Context: an optimization exercise on an open-source flow, tuned for small area, a short achievable clock period and few clock cycles. The choices shown serve that exercise and are no tape-out recipe.
For this run, only the layout was checked, not whether the RTL still works.
Power is estimated from default activity; no workload was simulated.

$ cat flow/design.v
module hqd_bsx (
    input  wire        clk,
    input  wire        rst,
    input  wire        reg_we,
    input  wire [3:0]  reg_addr,
    input  wire [15:0] reg_wdata,
    output reg  [15:0] reg_rdata,
    input  wire        g_we,
    input  wire [7:0]  g_row,
    input  wire [7:0]  g_col,
    input  wire        g_d,
    output wire        s_valid,
    output wire [1:0]  s_sym,
    input  wire        s_ready
);
    localparam integer NMAX = 33;
    localparam [3:0] R_CMD     = 4'd0;
    localparam [3:0] R_STATUS  = 4'd1;
    localparam [3:0] R_SIZE    = 4'd2;
    localparam [3:0] R_MASK    = 4'd3;
    localparam [3:0] R_FMTRAW  = 4'd4;
    localparam [3:0] R_FMTINFO = 4'd5;
    localparam [3:0] R_COUNT   = 4'd6;
    localparam [3:0] R_VERSION = 4'd7;
    localparam [3:0] R_PROW    = 4'd8;
    localparam [3:0] R_PCOL    = 4'd9;
    localparam [3:0] R_PRES    = 4'd10;
    localparam [1:0] EC_NONE    = 2'd0;    
    localparam [1:0] EC_SHAPE   = 2'd1;    
    localparam [1:0] EC_BOUNDS  = 2'd2;    
    localparam [1:0] EC_ILLEGAL = 2'd3;    
    localparam [14:0] FMT_KEY = 15'h5412;
    localparam [63:0] MOD3_1  = 64'h2492492492492492;
    localparam [63:0] MOD3_2  = 64'h4924924924924924;
    localparam [63:0] DIV3_EV = 64'h71c71c71c71c71c7;
    reg [NMAX*NMAX-1:0] grid;           
    reg        sc_busy;                 
    reg        sc_end;                  
    reg [5:0]  sc_row;
    reg [5:0]  sc_col;
    reg        sc_side;                 
    reg        sc_up;
    reg [3:0]  sc_k;                    
    reg        st_done;
    reg        st_fmtv;
    reg [1:0]  st_err;
    reg [7:0]  size_r;
    reg [2:0]  mask_r;
    reg [14:0] fmtraw_r;
    reg [9:0]  count_r;
    reg [7:0]  prow_r;
    reg [7:0]  pcol_r;
    reg [2:0]  pres_r;                  
    wire busy = sc_busy;
    wire size_legal = (size_r >= 8'd21) && (size_r <= NMAX) && (size_r[1:0] == 2'b01);
    wire [7:0] version = size_legal ? (((size_r - 8'd21) >> 2) + 8'd1) : 8'd0;
    reg [5:0] n_m1;
    always @(*) begin
        case (size_r[3:2])
            2'b01:   n_m1 = 6'd20;
            2'b10:   n_m1 = 6'd24;
            2'b11:   n_m1 = 6'd28;
            default: n_m1 = 6'd32;
        endcase
    end
    wire [5:0] n_m4  = n_m1 - 6'd3;
    wire [5:0] n_m5  = n_m1 - 6'd4;
    wire [5:0] n_m7  = n_m1 - 6'd6;
    wire [5:0] n_m8  = n_m1 - 6'd7;
    wire [5:0] n_m9  = n_m1 - 6'd8;
    wire [5:0] n_m10 = n_m1 - 6'd9;
    wire [5:0] rd_row = busy ? sc_row : prow_r[5:0];
    wire [5:0] rd_col = busy ? sc_col : pcol_r[5:0];
    wire [NMAX-1:0] rsel;
    wire [NMAX-1:0] csel;
    wire [NMAX-1:0] colbit;
    genvar gi, gj;
    generate
        for (gi = 0; gi < NMAX; gi = gi + 1) begin : g_sel
            assign rsel[gi] = (rd_row == gi);
            assign csel[gi] = (rd_col == gi);
        end
        for (gj = 0; gj < NMAX; gj = gj + 1) begin : g_colrd
            wire [NMAX-1:0] cv;
            for (gi = 0; gi < NMAX; gi = gi + 1) begin : g_cell
                assign cv[gi] = grid[gi*NMAX + gj];
            end
            assign colbit[gj] = |(cv & rsel);
        end
    endgenerate
    wire rd_mod = |(colbit & csel);
    wire [1:0] r3 = {MOD3_2[rd_row], MOD3_1[rd_row]};
    wire [1:0] c3 = {MOD3_2[rd_col], MOD3_1[rd_col]};
    wire       r0 = rd_row[0];
    wire       c0 = rd_col[0];
    wire       s3z = (r3 == 2'd0 && c3 == 2'd0) || (r3 == 2'd1 && c3 == 2'd2) ||
                     (r3 == 2'd2 && c3 == 2'd1);                   
    wire       p3z = (r3 == 2'd0) || (c3 == 2'd0);                 
    wire       p3o = !p3z && (r3 == c3);                           
    wire       p2  = r0 & c0;                                      
    reg        rd_inv;
    always @(*) begin
        case (mask_r)
            3'd0:    rd_inv = !(r0 ^ c0);
            3'd1:    rd_inv = !r0;
            3'd2:    rd_inv = (c3 == 2'd0);
            3'd3:    rd_inv = s3z;
            3'd4:    rd_inv = (rd_row[5:1] == 5'd0) && DIV3_EV[rd_col];
            3'd5:    rd_inv = !p2 && p3z;
            3'd6:    rd_inv = p2 ? p3o : !p3o;
            default: rd_inv = !r0 && !c0;
        endcase
    end
    wire rd_bit = rd_mod ^ rd_inv;
    wire [5:0] pr = prow_r[5:0];
    wire [5:0] pc = pcol_r[5:0];
    wire rd_func = ((pc >= n_m8) && (pr <= 6'd8)) ||
                   ((pc >= n_m9) && (pc <= n_m5) && (pr >= n_m9) && (pr <= n_m5)) ||
                   (pr == 6'd6) || (pc == 6'd6) ||
                   ((pc <= 6'd8) && (pr <= 6'd8)) ||
                   ((pc <= 6'd8) && (pr >= n_m7));
    assign s_valid = sc_busy;
    assign s_sym   = {sc_end, !sc_end & rd_bit};
    wire   xfer    = sc_busy && s_ready;
    reg [3:0] err_code;
    always @(*) begin
        case (st_err)
            EC_NONE:   err_code = 4'd0;
            EC_SHAPE:  err_code = 4'd1;
            EC_BOUNDS: err_code = 4'd2;
            default:   err_code = 4'd6;
        endcase
    end
    wire [14:0] fmtinfo = fmtraw_r ^ (st_fmtv ? FMT_KEY : 15'd0);
    always @(*) begin
        case (reg_addr)
            R_STATUS:  reg_rdata = {8'd0, err_code, 1'b0, st_fmtv, st_done, busy};
            R_SIZE:    reg_rdata = {8'd0, size_r};
            R_MASK:    reg_rdata = {13'd0, mask_r};
            R_FMTRAW:  reg_rdata = {1'b0, fmtraw_r};
            R_FMTINFO: reg_rdata = {1'b0, fmtinfo};
            R_COUNT:   reg_rdata = {6'd0, count_r};
            R_VERSION: reg_rdata = {8'd0, version};
            R_PROW:    reg_rdata = {8'd0, prow_r};
            R_PCOL:    reg_rdata = {8'd0, pcol_r};
            R_PRES:    reg_rdata = {12'd0, pres_r[2] ^ pres_r[0], pres_r};
            default:   reg_rdata = 16'd0;
        endcase
    end
    wire [NMAX-1:0] wrow;
    wire [NMAX-1:0] wcol;
    generate
        for (gi = 0; gi < NMAX; gi = gi + 1) begin : g_wsel
            assign wrow[gi] = g_we && !busy && (g_row == gi);
            assign wcol[gi] = (g_col == gi);
        end
        for (gi = 0; gi < NMAX; gi = gi + 1) begin : g_wr
            for (gj = 0; gj < NMAX; gj = gj + 1) begin : g_wc
                always @(posedge clk)
                    if (wrow[gi] && wcol[gj])
                        grid[gi*NMAX + gj] <= g_d;
            end
        end
    endgenerate
    wire [14:0] raw;
    assign raw[0] = grid[0*NMAX + 8];
    assign raw[1] = grid[1*NMAX + 8];
    assign raw[2] = grid[2*NMAX + 8];
    assign raw[3] = grid[3*NMAX + 8];
    assign raw[4] = grid[4*NMAX + 8];
    assign raw[5] = grid[5*NMAX + 8];
    assign raw[6] = grid[7*NMAX + 8];
    assign raw[7] = grid[8*NMAX + 8];
    generate
        for (gi = 8; gi < 15; gi = gi + 1) begin : g_fmt
            reg b;
            always @(*) begin
                case (size_r[3:2])
                    2'b01:   b = grid[(21 - 15 + gi)*NMAX + 8];
                    2'b10:   b = grid[(25 - 15 + gi)*NMAX + 8];
                    2'b11:   b = grid[(29 - 15 + gi)*NMAX + 8];
                    default: b = grid[(33 - 15 + gi)*NMAX + 8];
                endcase
            end
            assign raw[gi] = b;
        end
    endgenerate
    wire [14:0] f_full = raw ^ FMT_KEY;
    wire k_top  = (sc_k <= 4'd3) || (sc_k >= 4'd6);
    wire k_bot  = (sc_k >= 4'd6);
    wire k_aln  = (sc_k == 4'd2) || (sc_k == 4'd3);
    wire k_half = (sc_k == 4'd4);
    reg [5:0] row_nx;
    reg       row_last;
    always @(*) begin
        if (!sc_up) begin
            if (sc_row == 6'd5 && !k_top)        row_nx = 6'd7;
            else if (k_aln && sc_row == n_m10)   row_nx = n_m4;
            else                                 row_nx = sc_row + 6'd1;
            row_last = (sc_row == (k_bot ? n_m8 : n_m1));
        end else begin
            if (sc_row == 6'd7 && !k_top)        row_nx = 6'd5;
            else if (k_aln && sc_row == n_m4)    row_nx = n_m10;
            else                                 row_nx = sc_row - 6'd1;
            row_last = (sc_row == (k_top ? 6'd9 : 6'd0));
        end
    end
    wire nx_half = k_half && (row_nx >= n_m9) && (row_nx <= n_m5);
    wire [3:0] k_nx   = (sc_k == 4'd5) ? ((sc_col == 6'd9) ? 4'd6 : 4'd5) : sc_k + 4'd1;
    wire       up_nx  = (sc_k == 4'd7) ? sc_up : !sc_up;
    wire       top_nx = (k_nx <= 4'd3) || (k_nx >= 4'd6);
    wire       bot_nx = (k_nx >= 4'd6);
    wire [5:0] col_nx = (sc_k == 4'd6) ? sc_col - 6'd2 : sc_col - 6'd1;
    wire [5:0] row_st = up_nx ? (bot_nx ? n_m8 : n_m1) : (top_nx ? 6'd9 : 6'd0);
    wire       last_pair = (sc_k == 4'd8);
    wire       cmd_wr = reg_we && (reg_addr == R_CMD) && !busy;
    wire [7:0] cmd_w  = reg_wdata[7:0];
    always @(posedge clk) begin
        if (rst) begin
            sc_busy   <= 1'b0;
            sc_end    <= 1'b0;
            sc_row    <= 6'd0;
            sc_col    <= 6'd0;
            sc_side   <= 1'b0;
            sc_up     <= 1'b0;
            sc_k      <= 4'd0;
            st_done   <= 1'b0;
            st_fmtv   <= 1'b0;
            st_err    <= EC_NONE;
            size_r    <= 8'd0;
            mask_r    <= 3'd0;
            fmtraw_r  <= 15'd0;
            count_r   <= 10'd0;
            prow_r    <= 8'd0;
            pcol_r    <= 8'd0;
            pres_r    <= 3'd0;
        end else if (!busy) begin
            if (reg_we) begin
                case (reg_addr)
                    R_SIZE: size_r <= reg_wdata[7:0];
                    R_MASK: mask_r <= reg_wdata[2:0];
                    R_PROW: prow_r <= reg_wdata[7:0];
                    R_PCOL: pcol_r <= reg_wdata[7:0];
                    default: ;
                endcase
            end
            if (cmd_wr && cmd_w != 8'h00) begin
                st_done <= 1'b0;
                st_err  <= EC_NONE;
                if (cmd_w > 8'h04) begin
                    st_err <= EC_ILLEGAL;
                end else if (!size_legal) begin
                    st_err <= EC_SHAPE;
                end else if (cmd_w == 8'h04) begin
                    if (prow_r >= size_r || pcol_r >= size_r) begin
                        st_err <= EC_BOUNDS;
                    end else begin
                        pres_r  <= {rd_inv, rd_func, rd_mod};
                        st_done <= 1'b1;
                    end
                end else begin
                    if (cmd_w[0]) begin
                        fmtraw_r <= raw;
                        mask_r   <= f_full[12:10];
                        st_fmtv  <= 1'b1;
                    end
                    if (cmd_w == 8'h01) begin
                        st_done <= 1'b1;
                    end else begin
                        sc_busy <= 1'b1;
                        sc_end  <= 1'b0;
                        count_r <= 10'd0;
                        sc_row  <= n_m1;
                        sc_col  <= n_m1;
                        sc_side <= 1'b0;
                        sc_up   <= 1'b1;
                        sc_k    <= 4'd0;
                    end
                end
            end
        end else if (s_ready) begin
            if (sc_end) begin
                sc_busy <= 1'b0;
                sc_end  <= 1'b0;
                st_done <= 1'b1;
            end else begin
                count_r <= count_r + 10'd1;
                if (!sc_side) begin
                    sc_side <= 1'b1;
                    sc_col  <= sc_col - 6'd1;
                end else if (!row_last) begin
                    sc_row  <= row_nx;
                    sc_side <= nx_half;
                    if (!nx_half)
                        sc_col <= sc_col + 6'd1;
                end else if (last_pair) begin
                    sc_end  <= 1'b1;
                end else begin
                    sc_k    <= k_nx;
                    sc_up   <= up_nx;
                    sc_row  <= row_st;
                    sc_col  <= col_nx;
                    sc_side <= 1'b0;
                end
            end
        end
    end
endmodule
$ cat flow/run.sh
#!/bin/bash
# synth_recipe.tcl (not shown) runs the flow's synth.tcl, then flattens the netlist and writes it again
# the make line also repeats each setting of config.mk as NAME=value (left out here)
make -C /OpenROAD-flow-scripts/flow DESIGN_CONFIG=/design/flow/config.mk WORK_HOME=/design/flow/orfs CLKGATE_MAP_FILE= SYNTH_SCRIPT=/design/flow/synth_recipe.tcl finish
$ cat flow/config.mk
export PLATFORM = sky130hd
export DESIGN_NAME = hqd_bsx
export DESIGN_NICKNAME = hqd_bsx
export VERILOG_FILES = /design/flow/design.v
export SDC_FILE = /design/flow/constraint.sdc
export NUM_CORES = 4
export LEC_CHECK = 0
export CAP_MARGIN = 20
export CORE_MARGIN = 2
export CORE_UTILIZATION = 40
export SLEW_MARGIN = 20
$ cat flow/constraint.sdc
create_clock -name core_clock -period 25.0 [get_ports {clk}]
set_input_delay 5.0000 -clock core_clock [delete_from_list [all_inputs] [get_ports {clk}]]
set_output_delay 5.0000 -clock core_clock [all_outputs]
set_load 0.01 [all_outputs]
==> results.txt <==
[flip-flops by register name (all words and copies together) (netlist names), 4 cells and up]
register,flops
count_r,10
fmtraw_r,15
grid,1089
pcol_r,8
prow_r,8
sc_col,6
sc_k,4
sc_row,6
size_r,8
[cell type report]
cell class / instances / area [um2] / area share
inverters: 51 / 191 / 0.00320
multi-input cells: 3039 / 17900 / 0.299
well taps: 1768 / 2210 / 0.0369
diodes: 5 / 12.5 / 0.000209
flip-flops and latches: 1168 / 34300 / 0.573
repair buffers: 185 / 1530 / 0.0255
clock inverters: 76 / 582 / 0.00972
clock buffers: 145 / 3150 / 0.0527
[through the flow]
step	setup slack, ps	power, mW
finish	12010	3.98
global placement	12160	2.28
detailed placement	12140	2.28
global route	12000	4.06
floorplan	13780	2.22
CTS	12120	3.98
[routing by layer]
layer,track usage,vias up
met5,0,-
met4,0.130,6
met3,0.0638,611
met2,0.465,3218
met1,0.398,21200
li1,-,17300
[Yosys cell counts (16+ instances only)]
master	n	area (um2)
nand3_1	81	405
o21ai_0	65	325
buf_1	24	90.1
clkbuf_1	313	1170
xnor2_1	25	219
xor2_1	18	158
nor3_1	56	280
a22oi_1	270	2030
o211ai_1	29	218
ha_1	72	901
inv_1	49	184
o22ai_1	48	300
o2111ai_1	17	149
a221oi_1	30	263
nor2b_1	16	100
dfxtp_1	79	1580
nor2_1	1229	4610
and3_1	16	100
a32oi_1	59	517
nand2_1	246	923
a222oi_1	73	731
buf_2	63	315
a21o_1	16	120
nand2b_1	20	125
a22o_1	89	780
edfxtp_1	1089	32700
mux2i_1	18	180
a31oi_1	16	100
nand4_1	41	257
nor4_1	23	144
a211oi_1	22	165
a21oi_1	165	826
[worst max-delay path: stages]
cell,delay (ps)
clkdlybuf4s50_1,890
nand2b_1,250
nor2_1,800
a22o_1,250
nor3_1,50
o21ai_0,140
clkdlybuf4s50_1,600
[power by group]
group | total (mW) | internal [mW] | switching, mW
combinational | 0.107 | 0.0242 | 0.0826
clock | 1.74 | 0.957 | 0.785
sequential | 2.14 | 2.13 | 0.00143
[how the worst max path moves through the flow]
stage / endpoint / slack [ps] / depth (start not counted)
floorplan: reg_rdata[2] / 13780 / 5
global placement: reg_rdata[3] / 12160 / 7
detailed placement: reg_rdata[3] / 12140 / 7
CTS: reg_rdata[3] / 12120 / 7
global route: reg_rdata[3] / 12000 / 7
finish: reg_rdata[3] / 12010 / 7
[kinds of logic (layout without fill, tap and decap cells)]
family | Yosys count | count (layout)
AND/OR/NAND/NOR | 1839 | 1839
other | 2 | 9
AO/OA/AOI/OAI | 1055 | 1055
buffers and inverters | 466 | 457
multiplexers | 26 | 26
adder cells (fa/ha/maj) | 72 | 72
XOR/XNOR | 43 | 43
flip-flops | 1168 | 1168
==> results.py <==
metrics = {
    "timing": {
        "finalClockSkew_ps": 76.2,
        "setup_repair_after_global_routing_missed_its_margin": "no",
        "totalNegativeSetupSlack_ps": 0,
        "worst_pin_slew_ps": 1250,
        "final_setup_violating_endpoints": 0,
        "final_max_slew_viol_count": 0,
        "hold_viol": 0,
        "period_utilisation_layout": 0.520,
        "fmax_achieved_ghz": 0.0770,
        "timing.hold.ws_ps": 463,
        "maxSlewHeadroom": 0.160,
        "fin_crit_ps": 12990,
    },
    "synthesis": {
        "synth_seq_cells": 1168,
        "synth-simple-area-share": 0.146,
        "asyncSetResetFlopFracSynth": 0,
        "yosys.area_share.adder": 0.0168,
        "synth_edf_count": 1089,
        "proportion_of_synthesized_chip_area_in_sequential_cells": 0.640,
        "synth_top_flop_cell": "edfxtp_1",
        "largest_family_of_logic_cells_by_synthesized_area": "compound AO/OA/AOI/OAI gates",
        "synth_warnings": 1,
        "synthCells": 4671,
        "yosysUniqueCellTypes": 102,
        "synthesized_area_fraction_occupied_by_xor_and_xnor_cells": 0.00703,
        "post_synthesis_cell_area_um2": 53600,
        "syn_avg_cell_area_um2": 11.5,
        "synth_compound_gate_area_share": 0.149,
        "mux_share_of_post_synthesis_cell_area": 0.00509,
    },
    "clock_tree": {
        "clk_latency_ps": 770,
        "cts_setup_buffers": 0,
        "cts_root_buf": "clkbuf_16",
        "cts_buffers": 118,
        "clkSlewWorstSetupHoldPaths_ps": 60,
        "cts_tree": "done",
        "cts-root-to-sink-buffers": 3,
        "holdBufCountCts": 0,
        "cts_htree_levels": 3,
        "cts.sink_count": 1168,
        "cts.repair.resized": 0,
    },
    "detailed_routing": {
        "ant_nets": 0,
        "drtPass1Iterations": 9,
        "first_iter_violations": 7803,
        "top_layer": "met5",
        "drt_wl_total_mm": 209,
        "detailroute.wirelength.met3_mm": 27.9,
        "post-route-drc-count": 0,
        "post_drt_wl_per_cell_um": 32.4,
        "routed_via_density": 6.58,
        "met2_length_mm": 93.5,
        "vias": 42400,
        "m1WireLength_mm": 76.1,
    },
    "setup_path": {
        "regToRegStartpoint": "sc_busy",
        "critical_path.startpoint_type": "input pin",
        "cells_on_worst_reg2reg_path": 14,
        "endpoint_kind": "primary output",
        "critPathRequiredTime_ps": 20000,
        "cp.arrival_ps": 7990,
        "critical_path.reg2reg.endpoint": "pres_r[0]",
        "r2r_slack_ps": 18780,
        "startpoint": "reg_addr[0]",
        "critPathMaxFanout": 17,
        "worstSetupPathType": "in2out",
    },
    "floorplan": {
        "dieHeight_um": 370,
        "std_cell_rows": 134,
        "io-pin-count": 61,
        "fp.dieArea_um2": 137000,
        "core_area_um2": 133000,
        "die_w_um": 370,
        "start_util": 0.402,
    },
    "outcome": {
        "status": "complete, no violations",
    },
    "place": {
        "placement.io_buffers": 51,
        "place.gp.congestion": 0.908,
        "placed_cells": 6209,
        "dpl-instance-area_um2": 56100,
        "detailedPlacementHpwl_mm": 115,
    },
    "hold_path": {
        "hold_path.class": "reg2reg",
        "hold_path.startpoint": "fmtraw_r[8]",
        "hold_end": "fmtraw_r[8]",
        "hold-path-cell-count": 2,
    },
    "global_route": {
        "grt_first_pass_wirelength_mm": 290,
        "global_route.overflow_total": 0,
        "grt_start_max_net_pins": 148,
        "gr-usage-all-layers": 0.297,
        "number_of_global_route_vias_before_repair": 38800,
        "initial_antenna_violation_count": 10,
    },
    "final_layout": {
        "syn_to_final_growth_pct": 11.8,
        "layoutNonFillerInstCount": 6437,
        "most-common-layout-cells": "nor2_1 (1220), edfxtp_1 (1089), a22oi_1 (269)",
        "final_common_cell": "nor2_1",
        "utilization": 0.450,
        "finalInstanceArea_um2": 59900,
        "drive_gt1_frac": 0.0935,
        "fillCellCount": 12400,
        "nNetsFinal": 4677,
    },
    "pwr": {
        "powerDensity_nw_per_um2": 66.6,
        "vdd.ir_drop.worst_uv": 61.4,
        "p_leak_nw": 17.9,
    },
    "job": {
        "drv.max_cap_violation_count": 0,
    },
}

-- port drivers added, routing unchanged --
The flow's constraints put no driver on any port. The routed layout listed below was extracted and timed again, unchanged, in two steps.
Step 1, drivers: a clkbuf_16 drives clk and a buf_2 each remaining input, both assumed.
Step 2 adds t to the input delays and takes it off the output delays; t is the mean of the earliest and latest rising clock arrival at the registers after step 1. Input paths then give back, and output paths get back, about the clock's delay inside the block.
Three values: ideal ports, drivers, drivers and shift; two values: the first two.
t (ns): 0.813
slack for setup (ns): 12.011 / 11.986 / 11.986
slew at the worst register clock pin (ns): 0.07 / 0.07
After both steps setup and hold are still met in this run. The setup slack of this run moves by -0.025 ns with the drivers and by -0.025 ns with both steps.
